This design comes from an exercise in tuning for small area, a short achievable clock period and few clock cycles on the open sky130 flow, not from production work. Where RTL was checked, it was by simulation tests only, not by an equivalence proof against the original. Power figures rest on the tool's default switching activity, not on a simulated workload.

Design lce, start of the top module:
module lce #(
    parameter MAX_LEN = 64,
    parameter IDXW    = 8             
) (
    input  wire                    clk,
    input  wire                    rst,         
    input  wire                    in_valid,
    input  wire                    in_kind,     
    input  wire [15:0]             in_data,     
    output wire                    in_ready,
    output wire [7:0]              status,
    output wire [15:0]             flags,
    output wire [IDXW-1:0]         nbits,
    output wire [IDXW-1:0]         nsig,
    output wire [IDXW-1:0]         pal_start,
    output wire [IDXW-1:0]         pal_len,
    output wire [IDXW-1:0]         zr_start,
    output wire [IDXW-1:0]         zr_count,
    output wire [MAX_LEN-1:0]      bits_buf,
    output wire [4*MAX_LEN-1:0]    sig_buf
);
    localparam [1:0] ERR_INVSEL = 2'd1, ERR_CAP = 2'd2, ERR_PRECOND = 2'd3;
    localparam [1:0] M_TRK = 2'd0, M_B8ZS = 2'd1, M_HDB3 = 2'd2, M_ENC = 2'd3;
    reg [6:0]   nb_q;           
    reg [7:0]   ns_q;           
    reg [63:0]  b_q;            
    reg [127:0] sig_lo_q;       
    reg [31:0]  sig_hi_q;       
    reg         fault_q;
    reg [1:0]   err_q;
    reg [2:0]   sch_q;
    reg [1:0]   scr_q;
    reg         dbl_q, palv_q, zrv_q;
    reg [5:0]   zrs_q;
    reg [6:0]   zrc_q;
    reg         pend_q;
    reg         pc_q;
    reg [63:0]  p_q;            
    reg [6:0]   best_q;         
    reg [5:0]   pst_q;          
    reg [6:0]   d_q;            
    reg [6:0]   run_q;          
    reg [5:0]   rs_q;           
    reg [6:0]   bl_q;           
    reg [5:0]   bs_q;           
    reg [2:0]   g8l_q;          
    reg [5:0]   g8s_q;
    reg         oc_q;           
    reg         b0_q;           
    reg [1:0]   g4l_q;          
    reg [5:0]   g4s_q;
  ...
export LEC_CHECK = 0
export ABC_CLOCK_PERIOD_IN_PS = 5000
export CAP_MARGIN = 30
export CORE_MARGIN = 2
export CORE_UTILIZATION = 50
export SLEW_MARGIN = 30
create_clock -name core_clock -period 10.0 [get_ports {clk}]
standard.sh (not shown) runs the stock make flow with config.mk's settings and CLKGATE_MAP_FILE= SYNTH_SCRIPT=/design/flow/synth_recipe.tcl, a recipe that flattens the netlist after the stock synthesis.
==> flow/flow/run.sh <==
#!/bin/bash
set -euo pipefail
bash standard.sh SETUP_SLACK_MARGIN=5.6 finish > standard_make.log 2>&1
Next try:
==> flow/flow/run.sh (replaced) <==
#!/bin/bash
set -euo pipefail
bash standard.sh SETUP_SLACK_MARGIN=6.0 finish > standard_make.log 2>&1
Outcome: Design area is higher by a few percent; routed wire length is higher by roughly a tenth; critical path depth is lower by 9.
No functional check of the RTL was part of any run of this note.

* * *

Setup of run A:
lce, a different RTL version from the one above (not shown whole).
Size in the first run: ~3000 cells after synthesis, roughly 430 flip-flops, roughly 410 I/O pins, about 27000 um2 of cells after synthesis.
Settings: LEC_CHECK=0, ABC_CLOCK_PERIOD_IN_PS=5000, CAP_MARGIN=30, CORE_MARGIN=2, CORE_UTILIZATION=55, SLEW_MARGIN=30; clock period 10.0 ns.
==> flow/flow/run.sh <==
#!/bin/bash
set -euo pipefail
bash standard.sh "BUFFER_PORTS_ARGS=-buffer_cell sky130_fd_sc_hd__buf_1" SETUP_SLACK_MARGIN=6.0 finish > standard_make.log 2>&1
The flow did not stop early for run A: all stages ran, and the layout cleared the timing, design-rule and antenna checks.
Testbench counts of run A, summed over its fixed seeds: cycles 17,915.
Edits applied to the flow inputs when going from run A to run B:
Settings: CORE_UTILIZATION: 55 -> 50.
Notes after the runs:
- Between run B and run A, it is run B whose wire length after detailed routing is lower, by 10000 um.
- Summary of run B over run A: share of synthesized registers carrying an async set or reset held, number of logic inverters in the finished layout higher.
- Summary of run B over run A: number of clock buffers in the layout lost 14%; area growth from synthesis to layout saw an increase; clock skew level; share of the clock period used by the worst path now smaller.
- Core utilization: higher on run A
- Going from run A to run B, number of instances in the placed design grew slightly.
- Total power is lower on run A
diff inputs: run B => run C
==> flow/flow/run.sh <==
#!/bin/bash
set -euo pipefail
bash standard.sh SETUP_SLACK_MARGIN=6.25 finish > standard_make.log 2>&1
Notes after the runs:
Across both runs, vias after detailed routing was higher for run C than for run B.
Summary of run C over run B: met1 global-route usage increased 1.2 points; routed wire length increased about 6%; fraction of layout cells with a size suffix above 1 increased 4.4 points; final cell count increased about 2.6%; total power increased 0.32 mW.
Area of the mapped netlist: run C vs run B identical
Edits applied to the flow inputs when going from run C to run D:
==> flow/flow/run.sh <==
#!/bin/bash
set -euo pipefail
bash standard.sh SETUP_SLACK_MARGIN=6.0 finish > standard_make.log 2>&1
==> comparison <==
Status | run D and run C | clean. Between run C and run D, the vias per cell does not differ in any meaningful way. Compared run D against run C; post-route worst hold slack within noise. Run D vs. run C: via count fell about 1.2%, via count of the first global-routing pass fell 702, clock group share of total power rose 0.7 points, number of cells on the worst hold path about even.

* * *

lce again, from the RTL that the note above started with.
==> flow/config.mk <==
export PLATFORM = sky130hd
export DESIGN_NAME = lce
export DESIGN_NICKNAME = lce
export VERILOG_FILES = /design/flow/design.v
export SDC_FILE = /design/flow/constraint.sdc
export NUM_CORES = 4
export LEC_CHECK = 0
export ABC_CLOCK_PERIOD_IN_PS = 5000
export CAP_MARGIN = 30
export CORE_MARGIN = 2
export CORE_UTILIZATION = 50
export SLEW_MARGIN = 30
==> flow/constraint.sdc <==
create_clock -name core_clock -period 10.0 [get_ports {clk}]
set_input_delay 2.0000 -clock core_clock [delete_from_list [all_inputs] [get_ports {clk}]]
set_output_delay 2.0000 -clock core_clock [all_outputs]
set_load 0.01 [all_outputs]
==> flow/flow/run.sh <==
#!/bin/bash
set -euo pipefail
bash standard.sh "BUFFER_PORTS_ARGS=-buffer_cell sky130_fd_sc_hd__buf_2" SETUP_SLACK_MARGIN=6.0 finish > standard_make.log 2>&1
The first run completed without violations.
Testbench counts at the start, summed over its fixed seeds: cycles 17,915.
==> next run, changes <==
==> flow/flow/run.sh (replaced) <==
#!/bin/bash
set -euo pipefail
bash standard.sh "BUFFER_PORTS_ARGS=-buffer_cell sky130_fd_sc_hd__buf_1" SETUP_SLACK_MARGIN=5.8 finish > standard_make.log 2>&1
After rerunning: The changed run finished with timing, DRC and antenna clean. Wire length went down by 3.8%. Design area shrinks by 4.8%. Synthesized area is unchanged.

* * *

== maple ==
lce, a different RTL version from the one above (not shown whole).
Size in the first run: about 3000 cells after synthesis, about 410 I/O pins.
==> flow/config.mk <==
export PLATFORM = sky130hd
export DESIGN_NAME = lce
export DESIGN_NICKNAME = lce
export VERILOG_FILES = /design/flow/design.v
export SDC_FILE = /design/flow/constraint.sdc
export NUM_CORES = 4
export LEC_CHECK = 0
export ABC_CLOCK_PERIOD_IN_PS = 5000
export CAP_MARGIN = 20
export CORE_MARGIN = 2
export CORE_UTILIZATION = 50
export SETUP_SLACK_MARGIN = 5
export SLEW_MARGIN = 20
==> flow/constraint.sdc <==
create_clock -name core_clock -period 10.0 [get_ports {clk}]
set_input_delay 2.0000 -clock core_clock [delete_from_list [all_inputs] [get_ports {clk}]]
set_output_delay 2.0000 -clock core_clock [all_outputs]
set_load 0.01 [all_outputs]
run.sh (not shown) runs the stock make flow with config.mk's settings and CLKGATE_MAP_FILE= SYNTH_SCRIPT=/design/flow/synth_recipe.tcl, a recipe that flattens the netlist after the stock synthesis.
Stock flow here: none of the scripts above is used.
maple reached the final stage; the timing, design-rule and antenna checks on its layout passed.
Input changes introduced in birch (baseline for comparison: maple):
Settings: SETUP_SLACK_MARGIN removed (was 5).
==> flow/flow/run.sh (new file) <==
#!/bin/bash
set -euo pipefail
bash standard.sh SETUP_SLACK_MARGIN=6.5 finish > standard_make.log 2>&1
==> flow/standard.sh (new file) <==
#!/bin/bash
# synth_recipe.tcl (not shown) runs the flow's synth.tcl, then flattens the netlist and writes it again
# the make line also repeats each setting of config.mk as NAME=value (left out here)
make -C /OpenROAD-flow-scripts/flow DESIGN_CONFIG=/design/flow/config.mk WORK_HOME=/design/flow/orfs CLKGATE_MAP_FILE= SYNTH_SCRIPT=/design/flow/synth_recipe.tcl "${@:-finish}"
removed: flow/run.sh
Findings:
Compared with maple, birch shows a higher routed wire length. Going from maple to birch, flip-flop and latch count stayed essentially flat; overall power of the completed layout rose by 0.46 mW; design area rose by about 18%. When birch is set beside maple, its final clock period utilization by the worst path turns out to be 10 points smaller.
Function was not checked in any run of this note: the RTL went through the layout flow alone.

* * *

Setup of the reference run:
lce, a different RTL version from the one above (not shown whole).
Size: roughly 430 flip-flops, about 410 I/O pins, ~27000 um2 of cells after synthesis.
clock: 10.0 ns
lec_check: 0
abc_clock_period_in_ps: 5000
cap_margin: 20
core_margin: 2
core_utilization: 50
slew_margin: 20
standard.sh (not shown) runs the stock make flow with config.mk's settings and CLKGATE_MAP_FILE= SYNTH_SCRIPT=/design/flow/synth_recipe.tcl, a recipe that flattens the netlist after the stock synthesis.
==> flow/flow/run.sh <==
#!/bin/bash
set -euo pipefail
bash standard.sh SETUP_SLACK_MARGIN=6.5 finish > standard_make.log 2>&1
Testbench counts of the reference run, summed over its fixed seeds: cycles 18,203.
> inputs changed (the reference run -> the trial run)
Settings: SETUP_SLACK_MARGIN: unset -> 5.
==> flow/run.sh (new file) <==
#!/bin/bash
# synth_recipe.tcl (not shown) runs the flow's synth.tcl, then flattens the netlist and writes it again
# the make line also repeats each setting of config.mk as NAME=value (left out here)
make -C /OpenROAD-flow-scripts/flow DESIGN_CONFIG=/design/flow/config.mk WORK_HOME=/design/flow/orfs CLKGATE_MAP_FILE= SYNTH_SCRIPT=/design/flow/synth_recipe.tcl finish
removed: flow/flow/run.sh
removed: flow/standard.sh
## What came out
- The trial run: all stages complete, timing, DRC and antenna checks passed
- The trial run against the reference run: shortest clock period the worst path allows after layout moved up, setup slack after layout moved down, maximum frequency moved down, cell total after placement level.

## afterwards: timing with drivers on the ports
The flow's constraints put no driver on any port. The routed layouts listed below were extracted and timed again, unchanged, in two steps. Step 1, drivers: a clkbuf_16 drives clk and a buf_2 each remaining input, both assumed. Step 2, shift: input delay + t, output delay - t, t = (earliest + latest rising clock arrival at the registers) / 2. This alone moves slack from input paths to output paths. a / b / c = no drivers / after step 1 / after step 2; a / b = the first two.
run	shift t [ns]	setup WS [ns]	worst slew at a driven data input, ns
the first run of note 1	0.660	5.623 / 5.623 / 5.188	0.07
the second run of note 1	0.671	5.947 / 5.888 / 5.472	0.09
run A	0.663	5.920 / 5.920 / 5.370	0.13
run B	0.654	5.964 / 5.964 / 5.395	0.06
run C	0.657	6.015 / 6.015 / 5.628	0.06
run D	0.659	5.952 / 5.952 / 5.387	0.05
the first run of note 3	0.658	5.932 / 5.932 / 5.336	0.07
the second run of note 3	0.653	5.779 / 5.779 / 5.276	0.03
maple	0.659	5.208 / 5.146 / 5.251	0.04
birch	0.663	6.228 / 6.163 / 5.961	0.04
the reference run	0.674	6.178 / 6.178 / 5.800	0.04
the trial run	0.659	5.260 / 5.260 / 5.014	0.04
After both steps every run listed still meets setup and hold. The setup slack of the first run of note 3, which loses most, moves by 0.000 ns with the drivers and by -0.596 ns with both steps.
